This is an optimization exercise on Yosys and OpenROAD, whose aim is small area, not a production implementation. In this exercise RTL edits were held to simulation tests only and were not proved equivalent to the original. Power figures rest on the tool's default switching activity, not on a simulated workload. No driver is modelled on the clock port, so clocking that relies on it looks cheaper here than on a real chip.

== job 101 ==
Design ow_emu, start of the top module:
module ow_emu (
    input  wire        clk,
    input  wire        rst,
    input  wire [2:0]  fam,
    input  wire        cmd_valid,
    output wire        cmd_ready,
    input  wire [7:0]  opsel,
    input  wire [15:0] a16,
    input  wire [7:0]  d8,
    output reg         rsp_valid,
    output reg  [3:0]  status,
    output reg         ok,
    output reg  [7:0]  rdata,
    input  wire        ow_in,
    output wire        ow_pull
);
Size: ~2300 cells after synthesis, roughly 1200 flip-flops, about 55 I/O pins, ~30000 um2 of cells after synthesis.
Settings: LEC_CHECK=0, ABC_AREA=1, CAP_MARGIN=20, CORE_MARGIN=2, CORE_UTILIZATION=55, CTS_CLUSTER_DIAMETER=60, CTS_CLUSTER_SIZE=36, PLACE_DENSITY=0.7, SLEW_MARGIN=20; clock period 10.0 ns.
run.sh (not shown) runs the stock make flow with config.mk's settings and CLKGATE_MAP_FILE= SYNTH_SCRIPT=/design/flow/synth_recipe.tcl, a recipe that flattens the netlist after the stock synthesis.
Job 101 completed end to end with timing, DRC and antenna clean.
Changes in job 102 relative to job 101:
- CTS_CLUSTER_SIZE changed from 36 to 30
- CTS_CLUSTER_DIAMETER changed from 60 to 80
--- outcome ---
- Between job 102 and job 101, the difference in achievable clock frequency is negligible.
- From job 101 to job 102 the numbers moved as follows: final period utilization fell by 0.18 points; total wire length after detailed routing moved down; static leakage fell about 2%.
- Clock buffer count (job 102 vs. job 101) decreases by a little under 10%
- Job 102 vs. job 101: initial cell density of the core did not really move, first-pass GRT wire length lost 0.32%, utilization after layout shrank by 1.2 points, power went down 5.8%, worst setup slack rose 0.018 ns.
Changes in job 103 relative to job 102:
==> flow/flow/run.sh (new file) <==
#!/bin/bash
# Layout flow: the standard flow (standard synthesis and ORFS steps, unchanged
# scripts), with two settings passed to ORFS through its own variables:
#  - CTS without dummy loads (the clock tree's balancing cells add area only);
#  - port buffers made of the smallest buffer cell.
# make's output goes to standard.log; each ORFS step keeps its own log in orfs/logs/.
set -euo pipefail
cd "$(dirname "$0")/.."
export CTS_ARGS="-sink_clustering_enable -repair_clock_nets -sink_clustering_size ${CTS_SIZE:-30} -sink_clustering_max_diameter ${CTS_DIAM:-80} -dont_use_dummy_load"
export BUFFER_PORTS_ARGS="-buffer_cell sky130_fd_sc_hd__buf_1"
bash standard.sh > standard.log 2>&1
test -f out/final.def
==> flow/standard.sh (new file) <==
#!/bin/bash
# synth_recipe.tcl (not shown) runs the flow's synth.tcl, then flattens the netlist and writes it again
# the make line also repeats each setting of config.mk as NAME=value (left out here)
make -C /OpenROAD-flow-scripts/flow DESIGN_CONFIG=/design/flow/config.mk WORK_HOME=/design/flow/orfs CLKGATE_MAP_FILE= SYNTH_SCRIPT=/design/flow/synth_recipe.tcl "${@:-finish}"
removed: flow/run.sh
--- outcome ---
Job 103 went all the way through the flow, and no timing, DRC or antenna check failed. Of job 103 and job 102, it is job 103 that has the lower cell count. Comparing job 103 against job 102, there is no change at all in count of cell instances traversed by the critical path. Critical-path cell with the highest stage delay = clkdlybuf4s50_1: job 102; critical-path cell with the highest stage delay = buf_1: job 103. Cmp job 103 and job 102 / setup slack / lower: job 102. Compared with job 102, in job 103 portion of the clock cycle consumed by the worst path in the final layout -6.5 points, final hold slack has decreased, met2 routing resource usage after global routing fell 1.8 points, routability-driven placement congestion ratio decreased about 4%.


== run A ==
Another version of the RTL of ow_emu (not shown whole).
For scale: about 1,900 cells after synthesis, about 1,200 flip-flops, about 29,000 µm² of cells after synthesis.
clock: 10.0 ns
lec_check: 0
abc_area: 0
cap_margin: 20
core_margin: 2
core_utilization: 55
place_density: 0.7
slew_margin: 20
standard.sh (not shown) runs the stock make flow with config.mk's settings and CLKGATE_MAP_FILE= SYNTH_SCRIPT=/design/flow/synth_recipe.tcl, a recipe that flattens the netlist after the stock synthesis.
==> flow/flow/run.sh <==
#!/bin/bash
# Layout flow: the standard flow (standard synthesis and ORFS steps, unchanged
# scripts), with two settings passed to ORFS through its own variables:
#  - CTS without dummy loads (the clock tree's balancing cells add area only);
#  - port buffers made of the smallest buffer cell.
# make's output goes to standard.log; each ORFS step keeps its own log in orfs/logs/.
set -euo pipefail
cd "$(dirname "$0")/.."
export CTS_ARGS="-sink_clustering_enable -repair_clock_nets -sink_clustering_size 12 -sink_clustering_max_diameter 38 -buf_list sky130_fd_sc_hd__clkbuf_4 -dont_use_dummy_load"
export BUFFER_PORTS_ARGS="-buffer_cell sky130_fd_sc_hd__buf_1"
bash standard.sh > standard.log 2>&1
test -f out/final.def
Having completed the whole flow, run A delivered a layout that passed the timing, DRC and antenna checks.
[inputs] run B vs run A
--- a/flow/flow/run.sh
+++ b/flow/flow/run.sh
@@ -9 +9 @@
-export CTS_ARGS="-sink_clustering_enable -repair_clock_nets -sink_clustering_size 12 -sink_clustering_max_diameter 38 -buf_list sky130_fd_sc_hd__clkbuf_4 -dont_use_dummy_load"
+export CTS_ARGS="-sink_clustering_enable -repair_clock_nets -sink_clustering_size ${CTS_SIZE:-36} -sink_clustering_max_diameter ${CTS_DIAM:-80} -dont_use_dummy_load"
Run B against run A: timing-limited maximum frequency roughly the same; final number of hold-violating endpoints held; proportion of cell area occupied by registers now smaller; count of endpoints failing setup in the final report flat; switching part of the total now sits lower. Min clock insertion delay at the later pin of the skew report across run A and run B: run B. Via density per instance (run B over run A): decrease, about 0.6%. Between run A and run B, the difference in count of buffers inserted at the top-level ports is negligible. Run A → run B: power density over the cells increased by 1.8% relative to the old numbers; clock power higher; post-layout worst setup margin dropped 3.6 ps.
Here is what was changed in the inputs of run C compared with run B.
--- a/flow/flow/run.sh
+++ b/flow/flow/run.sh
@@ -9 +9 @@
-export CTS_ARGS="-sink_clustering_enable -repair_clock_nets -sink_clustering_size ${CTS_SIZE:-36} -sink_clustering_max_diameter ${CTS_DIAM:-80} -dont_use_dummy_load"
+export CTS_ARGS="-sink_clustering_enable -repair_clock_nets -sink_clustering_size 11 -sink_clustering_max_diameter 40 -buf_list sky130_fd_sc_hd__clkbuf_4 -dont_use_dummy_load"
Findings:
Having completed the whole flow, run B delivered a layout that passed the timing, DRC and antenna checks.
Run C: done, clean on timing, DRC and antenna
As far as post-synthesis sequential element count goes, run B and run C are indistinguishable; the numbers are identical.
Setup slack: run C more than run B
On cell area, run B tracks run C almost exactly.
Run B → run C: relative contribution of the clock network to total power went down, total power went down, number of clock buffers in the layout went up, met3 track demand over resource went up, number of antenna cells inserted went up.
Modified inputs, run D compared to run C
--- a/flow/flow/run.sh
+++ b/flow/flow/run.sh
@@ -9 +9 @@
-export CTS_ARGS="-sink_clustering_enable -repair_clock_nets -sink_clustering_size 11 -sink_clustering_max_diameter 40 -buf_list sky130_fd_sc_hd__clkbuf_4 -dont_use_dummy_load"
+export CTS_ARGS="-sink_clustering_enable -repair_clock_nets -sink_clustering_size 18 -sink_clustering_max_diameter 60 -buf_list sky130_fd_sc_hd__clkbuf_8 -dont_use_dummy_load"
[summary]
- Run C and run D ended up with roughly the same core utilization.
- Run C → run D: relative contribution of the clock network to total power picked up an extra 0.8 points, power attributed to the clock group picked up an extra about 4%.
- Going from run C to run D, power per unit of standard cell area up 1.9 nW/µm²; synthesis-to-layout area growth up 0.25 points; sequential share of layout area down 0.18 points; multiplexer fraction of the synthesized cell area flat.
- Compared with run C, in run D total length of routed wires shows a reduction of about 1.1%; worst hold margin shows an increase of 48 ps.
> inputs changed (run D -> run E)
- setting CTS_CLUSTER_SIZE to 30 for the first time
- setting CTS_CLUSTER_DIAMETER to 80 for the first time
- changing ABC_AREA from 0 to 1
--- a/flow/flow/run.sh
+++ b/flow/flow/run.sh
@@ -9 +9 @@
-export CTS_ARGS="-sink_clustering_enable -repair_clock_nets -sink_clustering_size 18 -sink_clustering_max_diameter 60 -buf_list sky130_fd_sc_hd__clkbuf_8 -dont_use_dummy_load"
+export CTS_ARGS="-sink_clustering_enable -repair_clock_nets -sink_clustering_size ${CTS_SIZE:-36} -sink_clustering_max_diameter ${CTS_DIAM:-80} -dont_use_dummy_load"
==> summary.txt <==
Looking only at relative max-transition margin, and setting everything else aside, the higher value of run E and run D goes to run E.
Run E — proportion of cell area occupied by registers 0.77 points lower, run D as reference
[run E vs run D] combinational fraction of design power: higher in run E
The estimated power of run E ends up higher than the estimate for run D.

[re-timing with driven ports]
In the flow no input, the clock included, has a driving cell. The finished layouts below were timed again as built, in two steps.
Step 1 (the two cells are an assumption about what drives the block):
set clk [get_ports {clk}]
set_driving_cell -lib_cell sky130_fd_sc_hd__clkbuf_16 $clk
set_driving_cell -lib_cell sky130_fd_sc_hd__buf_2 [delete_from_list [all_inputs] $clk]
Step 2 times the ports against the registers' clock, not the clock port: input delays grow and output delays shrink by t, the midpoint of the rising clock arrivals with the driver on.
Slacks: no drivers / after step 1 / after step 2; pairs: no drivers / after step 1.
run	t (ns)	slack for setup (ns)	clock arrival spread, ns	pins driven straight from the clock port
job 101	0.699	3.401 / 3.378 / 3.378	0.079 / 0.079	1
job 102	0.680	3.419 / 3.395 / 3.395	0.024 / 0.025	1
job 103	0.646	4.068 / 4.040 / 4.040	0.046 / 0.046	1
run A	0.964	4.140 / 4.117 / 4.080	0.093 / 0.093	1
run B	0.630	4.136 / 4.113 / 4.074	0.082 / 0.082	1
run C	0.968	4.145 / 4.122 / 4.057	0.081 / 0.081	1
run D	0.697	4.143 / 4.120 / 4.058	0.068 / 0.068	1
run E	0.641	4.192 / 4.171 / 4.171	0.141 / 0.141	1
After both steps setup and hold are still met in every run listed. For run C, which loses most, drivers alone change the setup slack by -0.023 ns; drivers and shift together by -0.088 ns.
